What follows belongs to an exercise in optimizing a design on an open flow for small area; a production flow would make more cautious choices. RTL that was checked went through simulation tests only; none was proved equivalent to the original.

## v6
Design frx_core, start of the top module:
module frx_core (
    input  wire        clk,
    input  wire        rst,
    input  wire        ev_valid,
    input  wire [3:0]  ev_type,
    input  wire [15:0] ev_arg,
    output wire        ev_ready,
    output reg         resp_valid,
    output reg  [31:0] resp_data,      
    output wire        ready_out
);
Size: ~6100 cells after synthesis, ~4300 flip-flops, roughly 58 I/O pins, roughly 100000 sq um of cells after synthesis.
Settings: LEC_CHECK=0, CAP_MARGIN=20, CORE_MARGIN=2, CORE_UTILIZATION=65, CTS_BUF_LIST=sky130_fd_sc_hd__clkbuf_8, CTS_CLUSTER_DIAMETER=40, CTS_CLUSTER_SIZE=16, PLACE_DENSITY=0.75, SLEW_MARGIN=20; clock period 25.0 ns.
standard.sh (not shown) runs the stock make flow with config.mk's settings and CLKGATE_MAP_FILE= SYNTH_SCRIPT=/design/flow/synth_recipe.tcl, a recipe that flattens the netlist after the stock synthesis.
==> flow/flow/run.sh <==
#!/bin/bash
# The standard layout (the standard.sh: ORFS synthesis through final),
# with clock tree synthesis told not to add dummy loads for balancing.
set -euo pipefail
export CTS_ARGS="-sink_clustering_enable -repair_clock_nets -sink_clustering_size 22 -sink_clustering_max_diameter 36 -buf_list sky130_fd_sc_hd__clkbuf_8 -dont_use_dummy_load"
bash standard.sh > standard_flow.log 2>&1
Input changes introduced in v7 (baseline for comparison: v6):
==> flow/flow/run.sh <==
#!/bin/bash
# The standard layout (the standard.sh: ORFS synthesis through final),
# with clock tree synthesis told not to add dummy loads for balancing.
set -euo pipefail
export CTS_ARGS="-sink_clustering_enable -repair_clock_nets -sink_clustering_size 19 -sink_clustering_max_diameter 40 -buf_list sky130_fd_sc_hd__clkbuf_8 -dont_use_dummy_load"
bash standard.sh > standard_flow.log 2>&1
--- outcome ---
- v7 ended up with sky130_fd_sc_hd__edfxtp_1 as its critical-path cell with the highest stage delay; v6 ended up with sky130_fd_sc_hd__fa_1.
- Placed instance area came out exactly the same in v7 and v6.
- Diff v6 -> v7: routed via count divided by cell count saw little to no change, met2 global-route usage saw little to no change.

========
## before
Another version of the RTL of frx_core (not shown whole).
Size: about 6,200 cells after synthesis, roughly 4,300 flip-flops, ~0.10 sq mm of cells after synthesis.
==> flow/config.mk <==
export PLATFORM = sky130hd
export DESIGN_NAME = frx_core
export DESIGN_NICKNAME = frx_core
export VERILOG_FILES = /design/flow/design.v
export SDC_FILE = /design/flow/constraint.sdc
export NUM_CORES = 4
export LEC_CHECK = 0
export CAP_MARGIN = 20
export CORE_MARGIN = 2
export CORE_UTILIZATION = 65
export CTS_BUF_LIST = sky130_fd_sc_hd__clkbuf_8
export CTS_CLUSTER_DIAMETER = 40
export CTS_CLUSTER_SIZE = 16
export PLACE_DENSITY = 0.75
export SLEW_MARGIN = 20
==> flow/constraint.sdc <==
create_clock -name core_clock -period 25.0 [get_ports {clk}]
set_input_delay 5.0000 -clock core_clock [delete_from_list [all_inputs] [get_ports {clk}]]
set_output_delay 5.0000 -clock core_clock [all_outputs]
set_load 0.01 [all_outputs]
==> flow/flow/run.sh <==
#!/bin/bash
# The standard layout (the standard.sh: ORFS synthesis through final),
# with clock tree synthesis told not to add dummy loads for balancing.
set -euo pipefail
export CTS_ARGS="-sink_clustering_enable -repair_clock_nets -sink_clustering_size 16 -sink_clustering_max_diameter 40 -buf_list sky130_fd_sc_hd__clkbuf_8 -dont_use_dummy_load"
bash standard.sh > standard_flow.log 2>&1
[inputs] after vs before
==> flow/flow/run.sh <==
#!/bin/bash
# The standard layout (the standard.sh: ORFS synthesis through final),
# with clock tree synthesis told not to add dummy loads for balancing.
set -euo pipefail
export CTS_ARGS="-sink_clustering_enable -repair_clock_nets -sink_clustering_size 26 -sink_clustering_max_diameter 40 -buf_list sky130_fd_sc_hd__clkbuf_16 -dont_use_dummy_load"
bash standard.sh > standard_flow.log 2>&1
--- outcome ---
after completed every stage of the flow, and the final layout passed the timing, DRC and antenna checks.
~same synthesized netlist cell count in after and before
Summary of the comparison: met1 routing resource usage after global routing is higher in after, relative to before.
Against before, after comes in 0.0070 ns lower on final worst setup slack.
Higher worst hold slack was reported by after, not before.
On clock-pin slew of the registers on the worst-case setup and hold paths, after and before are neck and neck.
Compared with before, in after wire length of the first global-routing pass picked up an extra 12%; register share of the cell area now sits lower; multi-input combinational area share shows a reduction of 0.31 points.
No run of this note included a check of the RTL's function; only the layout flow was run.

========
Setup of gamma:
frx_core, a different RTL version from the one above (not shown whole).
For scale: ~4300 flip-flops, ~58 I/O pins.
export LEC_CHECK = 0
export CAP_MARGIN = 20
export CORE_MARGIN = 2
export CORE_UTILIZATION = 65
export CTS_BUF_LIST = sky130_fd_sc_hd__clkbuf_8
export CTS_CLUSTER_DIAMETER = 40
export CTS_CLUSTER_SIZE = 16
export PLACE_DENSITY = 0.75
export SLEW_MARGIN = 20
create_clock -name core_clock -period 25.0 [get_ports {clk}]
==> flow/flow/run.sh <==
#!/bin/bash
# The standard layout (the standard.sh: ORFS synthesis through final),
# with clock tree synthesis told not to add dummy loads for balancing.
set -euo pipefail
export CTS_ARGS="-sink_clustering_enable -repair_clock_nets -sink_clustering_size 19 -sink_clustering_max_diameter 40 -buf_list sky130_fd_sc_hd__clkbuf_8 -dont_use_dummy_load"
bash standard.sh > standard_flow.log 2>&1
gamma: flow completed, timing, DRC and antenna clean
For alpha, these inputs were changed with respect to gamma:
==> flow/run.sh (new file) <==
#!/bin/bash
# synth_recipe.tcl (not shown) runs the flow's synth.tcl, then flattens the netlist and writes it again
# the make line also repeats each setting of config.mk as NAME=value (left out here)
make -C /OpenROAD-flow-scripts/flow DESIGN_CONFIG=/design/flow/config.mk WORK_HOME=/design/flow/orfs CLKGATE_MAP_FILE= SYNTH_SCRIPT=/design/flow/synth_recipe.tcl finish
removed: flow/flow/run.sh
removed: flow/standard.sh
Findings:
Via density per instance of alpha falls short of that of gamma slightly.
alpha vs gamma, total global-route track usage went up by 0.62 points.
Filler cell count (alpha over gamma): decrease, 333
The run showing the greater final critical-path required period is alpha.
Diff gamma..alpha | detailed placement HPWL | unchanged
Compared with gamma, met2 routed wirelength in alpha increased by a few percent.

========
run 1:
Another version of the RTL of frx_core (not shown whole).
Size: ~4,300 flip-flops, roughly 58 I/O pins, ~99,000 um^2 of cells after synthesis.
export LEC_CHECK = 0
export CAP_MARGIN = 20
export CORE_MARGIN = 2
export CORE_UTILIZATION = 65
export CTS_BUF_LIST = sky130_fd_sc_hd__clkbuf_8
export CTS_CLUSTER_DIAMETER = 40
export CTS_CLUSTER_SIZE = 16
export PLACE_DENSITY = 0.75
export SLEW_MARGIN = 20
create_clock -name core_clock -period 25.0 [get_ports {clk}]
==> flow/flow/run.sh <==
#!/bin/bash
# The standard layout (the standard.sh: ORFS synthesis through final),
# with clock tree synthesis told not to add dummy loads for balancing.
set -euo pipefail
export CTS_ARGS="-sink_clustering_enable -repair_clock_nets -sink_clustering_size 19 -sink_clustering_max_diameter 40 -buf_list sky130_fd_sc_hd__clkbuf_8 -dont_use_dummy_load"
bash standard.sh > standard_flow.log 2>&1
The inputs of run 2 differ from those of run 1 as listed below.
-- flow/flow/run.sh --
<<< run 1, line 5
export CTS_ARGS="-sink_clustering_enable -repair_clock_nets -sink_clustering_size 19 -sink_clustering_max_diameter 40 -buf_list sky130_fd_sc_hd__clkbuf_8 -dont_use_dummy_load"
>>> run 2, line 5
export CTS_ARGS="-sink_clustering_enable -repair_clock_nets -sink_clustering_size 21 -sink_clustering_max_diameter 48 -buf_list sky130_fd_sc_hd__clkbuf_8 -dont_use_dummy_load"
==> run notes <==
Fraction of the core area covered by cells at the end of the flow: run 2 < run 1.
#### Input delta (run 3 over run 2)
-- flow/flow/run.sh --
<<< run 2, line 5
export CTS_ARGS="-sink_clustering_enable -repair_clock_nets -sink_clustering_size 21 -sink_clustering_max_diameter 48 -buf_list sky130_fd_sc_hd__clkbuf_8 -dont_use_dummy_load"
>>> run 3, line 5
export CTS_ARGS="-sink_clustering_enable -repair_clock_nets -sink_clustering_size 20 -sink_clustering_max_diameter 46 -buf_list sky130_fd_sc_hd__clkbuf_8 -dont_use_dummy_load"
[summary]
The count of vias placed by the detailed router of run 3 was inferior to that of run 2. Changes observed in run 3 relative to run 2: total routed wirelength closely matched the old numbers.

==> static timing again, ports no longer ideal <==
No port has a modelled driver above. Below, the same layouts with a new extraction and two added sets of constraints. Step 1, drivers: a clkbuf_16 drives clk and a buf_2 each remaining input, both assumed. Step 2 moves the port delays by t, midway between the first and last clock arrival at a register: inputs arrive t later, outputs are due t later. That takes back most of the time a late clock gives input paths. a / b / c = ideal ports / drivers / drivers and shift; a / b = the first two.
run | t (ns) | slack for setup (ns) | hold slack, ns
v6 | 1.091 | 1.358 / 1.358 / 1.358 | 0.226 / 0.226 / 0.226
v7 | 1.039 | 1.423 / 1.423 / 1.423 | 0.252 / 0.252 / 0.252
before | 1.038 | 0.885 / 0.929 / -0.109 | 0.225 / 0.225 / 0.225
after | 0.950 | 0.878 / 0.926 / -0.024 | 0.259 / 0.259 / 0.259
gamma | 1.039 | 4.281 / 4.281 / 4.281 | 0.256 / 0.256 / 0.256
alpha | 1.046 | 4.251 / 4.251 / 4.251 | 0.257 / 0.257 / 0.257
run 1 | 1.035 | 2.129 / 2.129 / 2.129 | 0.230 / 0.230 / 0.230
run 2 | 0.996 | 2.222 / 2.222 / 2.222 | 0.240 / 0.240 / 0.240
run 3 | 1.029 | 2.262 / 2.262 / 2.262 | 0.218 / 0.218 / 0.218
With both steps, setup timing fails in before and after, where it was met with ideal ports. For before, which loses most, drivers alone change the setup slack by +0.044 ns; drivers and shift together by -0.994 ns.
